From an optimization exercise on the open Yosys and OpenROAD flow, aimed at small area; shortcuts taken in it are not production practice. The RTL was checked by simulation tests, not by an equivalence proof against the original design. No activity file was given, so power comes from the tool's default toggle rates.

// psc_bridge
module psc_bridge(clk, rst, idle, cmd_valid, cmd_data, cmd_last, cmd_ready, tick, out_valid, out_data, out_last, out_ready, led, mode, millis, rand_data, rand_req, bus_sel_n, bus_req, bus_tx, bus_done
, bus_rx, bus_ack);
  input clk;
  wire clk;
  input rst;
  wire rst;
  output idle;
  wire idle;
  input cmd_valid;
  wire cmd_valid;
  input [7:0] cmd_data;
  wire [7:0] cmd_data;
  input cmd_last;
  wire cmd_last;
  output cmd_ready;
  wire cmd_ready;
  input tick;
  wire tick;
  output out_valid;
  wire out_valid;
  output [7:0] out_data;
  wire [7:0] out_data;
  output out_last;
  wire out_last;
  input out_ready;
  wire out_ready;
  output led;
  wire led;
  input mode;
  wire mode;
  input [31:0] millis;
  wire [31:0] millis;
  input [7:0] rand_data;
  wire [7:0] rand_data;
  output rand_req;
  wire rand_req;
  output bus_sel_n;
  wire bus_sel_n;
  output bus_req;
  wire bus_req;
  output [7:0] bus_tx;
  wire [7:0] bus_tx;
  input bus_done;
  wire bus_done;
  input [7:0] bus_rx;
  wire [7:0] bus_rx;
  input bus_ack;
  wire bus_ack;
  wire _0000_;
  wire [47:0] _0001_;
  wire [7:0] _0002_;
  wire [7:0] _0003_;
  wire _0004_;
  wire _0005_;
  wire _0006_;
  wire _0007_;
  wire _0008_;
  wire _0009_;
  wire _0010_;
  wire _0011_;
  wire _0012_;
  wire _0013_;
  wire _0014_;
  wire _0015_;
  wire _0016_;
  wire _0017_;
  wire _0018_;
  wire _0019_;
  wire _0020_;
  wire _0021_;
  wire _0022_;
  wire _0023_;
  wire _0024_;
  wire _0025_;
  wire _0026_;
  wire _0027_;
  wire _0028_;
  wire _0029_;
  wire _0030_;
  wire _0031_;
  wire _0032_;
  ...
export LEC_CHECK = 0
export ABC_AREA = 1
export CAP_MARGIN = 20
export CORE_MARGIN = 2
export CORE_UTILIZATION = 40
export CTS_BUF_LIST = sky130_fd_sc_hd__clkbuf_8
export SLEW_MARGIN = 20
create_clock -name core_clock -period 10.0 [get_ports {clk}]
standard.sh (not shown) runs the stock make flow with config.mk's settings and CLKGATE_MAP_FILE= SYNTH_SCRIPT=/design/flow/synth_recipe.tcl, a recipe that flattens the netlist after the stock synthesis.
==> flow/flow/run.sh <==
#!/bin/bash
# Layout flow: the standard flow (standard.sh: the standard synthesis
# and the ORFS steps, unchanged) with these settings changed:
#  - the buffers ORFS puts on every input and output port are the smallest
#    buffer cell (buf_1), not the cell buffer_ports picks by default;
#  - clock tree synthesis uses clkbuf_8 and inserts no dummy loads (its
#    other arguments are ORFS's defaults);
#  - before the placement repair, combinational gates that synthesis sized
#    up get drive strength 1 again (flow/downsize.tcl, run through ORFS's
#    PRE_RESIZE_TCL hook); the repairs that follow size up what needs it.
# The whole output of the flow goes to standard.log in this folder; ORFS's
# per-step logs stay under orfs/logs/.
export BUFFER_PORTS_ARGS="-buffer_cell sky130_fd_sc_hd__buf_1"
export CTS_ARGS="-sink_clustering_enable -repair_clock_nets -buf_list sky130_fd_sc_hd__clkbuf_8 -dont_use_dummy_load"
export PRE_RESIZE_TCL="$PWD/flow/downsize.tcl"
bash standard.sh > standard.log 2>&1
==> flow/flow/downsize.tcl <==
# Runs before the placement repair (ORFS's PRE_RESIZE_TCL hook). Synthesis
# (ABC's upsize step) leaves some gates at a higher drive strength than the
# design needs at its clock period; this gives every combinational gate that
# has a drive-1 variant of the same function that variant. repair_design,
# which runs next in this step, and the timing repairs of the later steps
# size gates up again wherever slew, capacitance or timing needs it.
set dont_use $::env(DONT_USE_CELLS)
set n 0
foreach inst [get_cells *] {
  set master [get_property $inst ref_name]
  if {![regexp {^(sky130_fd_sc_hd__[a-z0-9]+)_([0-9]+)$} $master -> base drive]} { continue }
  if {$drive <= 1} { continue }
  # registers, latches, clock cells, tie and physical cells keep their size
  if {[regexp {__(df|edf|sdf|dl|clk|tap|fill|decap|conb|diode)} $master]} { continue }
  set target ${base}_1
  if {[lsearch -exact $dont_use $target] >= 0} { continue }
  set lc [get_lib_cells -quiet */$target]
  if {[llength $lc] == 0} { continue }
  replace_cell $inst [lindex $lc 0]
  incr n
}
puts "downsize.tcl: $n gates set to drive strength 1"
The baseline finished clean.
Then changed:
==> flow/flow/run.sh (replaced) <==
#!/bin/bash
# Layout flow: the standard flow (standard.sh: the standard synthesis
# and the ORFS steps, unchanged) with these settings changed:
#  - at the end of the floorplan step, OpenROAD's restructure re-maps the
#    combinational logic for area (flow/restructure.tcl, run through ORFS's
#    POST_FLOORPLAN_TCL hook); the registers are not touched;
#  - the buffers ORFS puts on every input and output port are the smallest
#    buffer cell (buf_1), not the cell buffer_ports picks by default;
#  - before the placement repair, combinational gates above drive strength
#    1 get drive strength 1 (flow/downsize.tcl, run through ORFS's
#    PRE_RESIZE_TCL hook); the repairs that follow size up what needs it;
#  - clock tree synthesis uses clkbuf_8 and inserts no dummy loads (its
#    other arguments are ORFS's defaults).
# The whole output of the flow goes to standard.log in this folder; ORFS's
# per-step logs stay under orfs/logs/.
export POST_FLOORPLAN_TCL="$PWD/flow/restructure.tcl"
export BUFFER_PORTS_ARGS="-buffer_cell sky130_fd_sc_hd__buf_1"
export PRE_RESIZE_TCL="$PWD/flow/downsize.tcl"
export CTS_ARGS="-sink_clustering_enable -repair_clock_nets -buf_list sky130_fd_sc_hd__clkbuf_8 -dont_use_dummy_load"
bash standard.sh > standard.log 2>&1
==> flow/flow/restructure.tcl (new file) <==
# Runs at the end of the floorplan step (ORFS's POST_FLOORPLAN_TCL hook):
# OpenROAD's restructure re-maps the combinational logic for area with ABC
# (registers are not touched), keeping the cells ORFS marks don't-use out.
set_dont_use $::env(DONT_USE_CELLS)
set tielo_cell [lindex $::env(TIELO_CELL_AND_PORT) 0]
set tiehi_cell [lindex $::env(TIEHI_CELL_AND_PORT) 0]
set tielo_lib [get_name [get_property [lindex [get_lib_cell $tielo_cell] 0] library]]
set tiehi_lib [get_name [get_property [lindex [get_lib_cell $tiehi_cell] 0] library]]
set tielo_port $tielo_lib/$tielo_cell/[lindex $::env(TIELO_CELL_AND_PORT) 1]
set tiehi_port $tiehi_lib/$tiehi_cell/[lindex $::env(TIEHI_CELL_AND_PORT) 1]
set lib [lindex $::env(LIB_FILES) 0]
puts "restructure.tcl: area before [sta::format_area [rsz::design_area] 0]"
restructure -target area -liberty_file $lib -tielo_port $tielo_port -tiehi_port $tiehi_port \
  -work_dir $::env(OBJECTS_DIR) -abc_logfile $::env(LOG_DIR)/2_1_restructure_abc.log
puts "restructure.tcl: area after [sta::format_area [rsz::design_area] 0]"
- CORE_UTILIZATION: 40 -> 55
- PLACE_DENSITY: default -> 0.68
Result: Routed wire length fell by 5.7%; count of clock-buffer cells in the layout stays the same; utilization rose by 12 points; power decreases by 1.8%; register-to-register slack is worse by 1.1 ns; sequential power shrinks by about 1%.
Then changed:
- CORE_UTILIZATION: 55 -> 40
- PLACE_DENSITY: 0.68 -> default
- The changed run ran to the end with no violations
- hold slack improved by 0.018 ns
- combinational power drops by about 0.7%
- final cell count went up by about 8%
Then changed:
==> flow/flow/run.sh (replaced) <==
#!/bin/bash
export BUFFER_PORTS_ARGS="-buffer_cell sky130_fd_sc_hd__buf_1"
export CTS_ARGS="-sink_clustering_enable -repair_clock_nets -buf_list sky130_fd_sc_hd__clkbuf_8 -dont_use_dummy_load"
export PRE_RESIZE_TCL="$PWD/flow/downsize.tcl"
bash standard.sh > standard.log 2>&1
removed: flow/flow/restructure.tcl
Result: First-iteration DRC count increases by a few percent; count of clock-buffer cells in the layout stays the same; via count increases by a few percent; global-route usage increases by 1.3 points; utilization increases by 2.4 points.

---

Setup of lane 1:
psc_bridge, a different RTL version from the one above (not shown whole).
Size: roughly 100 flip-flops, ~8300 µm² of cells after synthesis.
clock: 10.0 ns
lec_check: 0
abc_area: 1
cap_margin: 20
core_margin: 2
core_utilization: 85
place_density: 0.92
slew_margin: 20
run.sh (not shown) runs the stock make flow with config.mk's settings and CLKGATE_MAP_FILE= SYNTH_SCRIPT=/design/flow/synth_recipe.tcl, a recipe that flattens the netlist after the stock synthesis.
Stock flow here: none of the scripts above is used.
Lane 1 never completed, since it errored out during 3_1_place_gp_skip_io.
[inputs] lane 2 vs lane 1
- PLACE_DENSITY no longer set, was 0.92
- CORE_UTILIZATION now 40, was 85
### Flow results
Lane 2 completed end to end with timing, DRC and antenna clean. Share of async-settable or async-resettable flops after synthesis: lane 1 vs lane 2 identical. Number of rows in the core area (lane 2 over lane 1): increase, 17. Reported for lane 1 and lane 2, synthesized area turned out identical to the last digit. Relative to lane 1, the die width of lane 2 is higher by 44%. Of lane 1 and lane 2, the run reporting the higher die span in y was lane 2. Lane 1 -> lane 2: synthesized cell count delta 0, exact match.

---

Setup of nickel:
psc_bridge, a different RTL version from the one above (not shown whole).
Size in the first run: roughly 990 cells after synthesis, ~89 I/O pins, ~0.0071 sq mm of cells after synthesis.
export LEC_CHECK = 0
export ABC_AREA = 1
export CAP_MARGIN = 0
export CORE_MARGIN = 2
export CORE_UTILIZATION = 40
export CTS_BUF_LIST = sky130_fd_sc_hd__clkbuf_8
export SLEW_MARGIN = 0
create_clock -name core_clock -period 10.0 [get_ports {clk}]
standard.sh (not shown) runs the stock make flow with config.mk's settings and CLKGATE_MAP_FILE= SYNTH_SCRIPT=/design/flow/synth_recipe.tcl, a recipe that flattens the netlist after the stock synthesis.
==> flow/flow/run.sh <==
#!/bin/bash
export BUFFER_PORTS_ARGS="-buffer_cell sky130_fd_sc_hd__buf_1"
bash standard.sh > standard.log 2>&1
[inputs] fjord vs nickel
Settings: a change of SLEW_MARGIN from 0 to 20; a change of CAP_MARGIN from 0 to 20.
==> flow/flow/run.sh <==
#!/bin/bash
# Layout flow: the standard flow (standard.sh: the standard synthesis
# and the ORFS steps, unchanged) with two settings changed:
#  - the buffers ORFS puts on every input and output port are the smallest
#    buffer cell (buf_1), not the cell buffer_ports picks by default;
#  - clock tree synthesis uses clkbuf_8 and inserts no dummy loads (its
#    other arguments are ORFS's defaults).
# The whole output of the flow goes to standard.log in this folder; ORFS's
# per-step logs stay under orfs/logs/.
export BUFFER_PORTS_ARGS="-buffer_cell sky130_fd_sc_hd__buf_1"
export CTS_ARGS="-sink_clustering_enable -repair_clock_nets -buf_list sky130_fd_sc_hd__clkbuf_8 -dont_use_dummy_load"
bash standard.sh > standard.log 2>&1
### Flow results
In the flow results for fjord and nickel, the sequential share of layout area is smaller on nickel.
The global-route usage of nickel and that of fjord are within noise of each other.
Reported clock group power: fjord < nickel
Portion of total power attributed to the clock network in fjord vs nickel: down 4.6 points
Via count: higher on fjord
The following lists how raven was set up differently from fjord:
Settings: CTS_CLUSTER_SIZE now 60, previously not set.
==> flow/flow/run.sh <==
#!/bin/bash
export BUFFER_PORTS_ARGS="-buffer_cell sky130_fd_sc_hd__buf_1"
bash standard.sh > standard.log 2>&1
Notes after the runs:
- Delta (raven minus fjord): length of routed met3 wiring grew by about 0.8%, die outline height comparable, clock-pin slew on the worst setup and hold paths has remained practically unchanged.
- Between raven and fjord, net switching power of the design is lower for fjord, raven comes in above that.
- Compared with fjord, raven shows a worst path setup slack after routing that is 0.085 ns lower.
## Diff of input files: onyx against raven
Settings: a deleted CTS_CLUSTER_SIZE that had been 60.
==> flow/flow/run.sh <==
#!/bin/bash
export BUFFER_PORTS_ARGS="-buffer_cell sky130_fd_sc_hd__buf_1"
export CTS_ARGS="-sink_clustering_enable -repair_clock_nets -buf_list sky130_fd_sc_hd__clkbuf_8 -dont_use_dummy_load"
export PRE_RESIZE_TCL="$PWD/flow/downsize.tcl"
export POST_FLOORPLAN_TCL="$PWD/flow/restructure.tcl"
bash standard.sh > standard.log 2>&1
==> flow/flow/downsize.tcl (new file) <==
# Runs before the placement repair (ORFS's PRE_RESIZE_TCL hook). Synthesis
# (ABC's upsize step) leaves some gates at a higher drive strength than the
# design needs at its clock period; this gives every combinational gate that
# has a drive-1 variant of the same function that variant. repair_design,
# which runs next in this step, and the timing repairs of the later steps
# size gates up again wherever slew, capacitance or timing needs it.
set dont_use $::env(DONT_USE_CELLS)
set n 0
foreach inst [get_cells *] {
  set master [get_property $inst ref_name]
  if {![regexp {^(sky130_fd_sc_hd__[a-z0-9]+)_([0-9]+)$} $master -> base drive]} { continue }
  if {$drive <= 1} { continue }
  # registers, latches, clock cells, tie and physical cells keep their size
  if {[regexp {__(df|edf|sdf|dl|clk|tap|fill|decap|conb|diode)} $master]} { continue }
  set target ${base}_1
  if {[lsearch -exact $dont_use $target] >= 0} { continue }
  set lc [get_lib_cells -quiet */$target]
  if {[llength $lc] == 0} { continue }
  replace_cell $inst [lindex $lc 0]
  incr n
}
puts "downsize.tcl: $n gates set to drive strength 1"
==> flow/flow/restructure.tcl (new file) <==
# Runs at the end of the floorplan step (ORFS's POST_FLOORPLAN_TCL hook):
# OpenROAD's restructure re-maps the combinational logic for area with ABC
# (registers are not touched), keeping the cells ORFS marks don't-use out.
set_dont_use $::env(DONT_USE_CELLS)
set tielo_cell [lindex $::env(TIELO_CELL_AND_PORT) 0]
set tiehi_cell [lindex $::env(TIEHI_CELL_AND_PORT) 0]
set tielo_lib [get_name [get_property [lindex [get_lib_cell $tielo_cell] 0] library]]
set tiehi_lib [get_name [get_property [lindex [get_lib_cell $tiehi_cell] 0] library]]
set tielo_port $tielo_lib/$tielo_cell/[lindex $::env(TIELO_CELL_AND_PORT) 1]
set tiehi_port $tiehi_lib/$tiehi_cell/[lindex $::env(TIEHI_CELL_AND_PORT) 1]
set lib [lindex $::env(LIB_FILES) 0]
puts "restructure.tcl: area before [sta::format_area [rsz::design_area] 0]"
restructure -target area -liberty_file $lib -tielo_port $tielo_port -tiehi_port $tiehi_port \
  -work_dir $::env(OBJECTS_DIR) -abc_logfile $::env(LOG_DIR)/2_1_restructure_abc.log
puts "restructure.tcl: area after [sta::format_area [rsz::design_area] 0]"
==> results.txt <==
- Routed wire length: onyx < raven
- Changes observed in onyx relative to raven: sequential share of layout area saw an increase; multi-input gate area in the final layout saw a decrease; switching component of the power saw a decrease; non-clock buffer contribution to total cell area saw an increase; total number of vias saw a decrease.
- | detail-routed via count per cell | lower: raven |
- Comparing raven against onyx, there is no change at all in number of levels in the clock H-tree.
- Taking raven as the reference, in onyx number of stages on the worst setup path went down by 3; via count of the first global-routing pass went down by 6.7%.
Changes in indigo relative to onyx:
Settings: CTS_CLUSTER_SIZE now 30, previously not set.
==> flow/flow/run.sh <==
#!/bin/bash
export BUFFER_PORTS_ARGS="-buffer_cell sky130_fd_sc_hd__buf_1"
bash standard.sh > standard.log 2>&1
removed: flow/flow/downsize.tcl
removed: flow/flow/restructure.tcl
==> comparison <==
- Compared with onyx, indigo has extra setup slack.
- Non-clock inverter count in the final layout is lower on onyx
- Comparing indigo against onyx, there is no change at all in synthesized cell count.
### indigo -> lagoon
Settings: CTS_CLUSTER_SIZE removed (was 30).
==> flow/flow/run.sh <==
#!/bin/bash
export BUFFER_PORTS_ARGS="-buffer_cell sky130_fd_sc_hd__buf_1"
export CTS_ARGS="-sink_clustering_enable -repair_clock_nets -buf_list sky130_fd_sc_hd__clkbuf_8 -dont_use_dummy_load"
bash standard.sh > standard.log 2>&1
### Flow results
Diff indigo -> lagoon: total power went down by 5.6%; post-route worst setup slack climbed 0.085 ns; overall global routing resource usage now sits at about the same level; sum of routed wire length over all layers neither gained nor lost much.
On later-pin clock latency in the skew report, lagoon and indigo are basically level.
Of lagoon and indigo, the lower sequential cell fraction of total power belongs to indigo.
Critical path data arrival time, lagoon and indigo, lower one = lagoon.
[compare] base=indigo new=lagoon: power of the combinational group level; relative area change from synthesis to final layout shows a reduction of 1.2 points; fraction of area in registers shows an increase of 0.40 points; cell area after layout shrank by about 1.1%.

==> separate check: timing with driven ports <==
No port has a modelled driver above. Below, the same layouts with a new extraction and two added sets of constraints.
Step 1 (the two cells are an assumption about what drives the block):
set clk [get_ports {clk}]
set_driving_cell -lib_cell sky130_fd_sc_hd__clkbuf_16 $clk
set_driving_cell -lib_cell sky130_fd_sc_hd__buf_2 [delete_from_list [all_inputs] $clk]
Step 2 times the ports against the registers' clock, not the clock port: input delays grow and output delays shrink by t, the midpoint of the rising clock arrivals with the driver on.
Three values: no drivers, after step 1, after step 2; two values: the first two.
run | shift t [ns] | setup WS [ns] | worst setup path at the end
the first run of note 1 | 0.395 | 4.055 / 4.022 / 4.417 | register to output
the second run of note 1 | 0.385 | 1.786 / 1.754 / 2.140 | register to output
the third run of note 1 | 0.383 | 2.117 / 2.085 / 2.467 | register to output
the fourth run of note 1 | 0.395 | 4.055 / 4.022 / 4.417 | register to output
lane 2 | 0.400 | 3.362 / 3.314 / 3.714 | register to output
nickel | 0.405 | 4.002 / 3.966 / 4.371 | register to output
fjord | 0.387 | 4.031 / 3.997 / 4.384 | register to output
raven | 0.404 | 3.946 / 3.910 / 4.314 | register to output
onyx | 0.393 | 1.841 / 1.804 / 2.197 | register to output
indigo | 0.404 | 3.946 / 3.910 / 4.314 | register to output
lagoon | 0.387 | 4.031 / 3.997 / 4.384 | register to output
After both steps setup and hold are still met in every run listed.
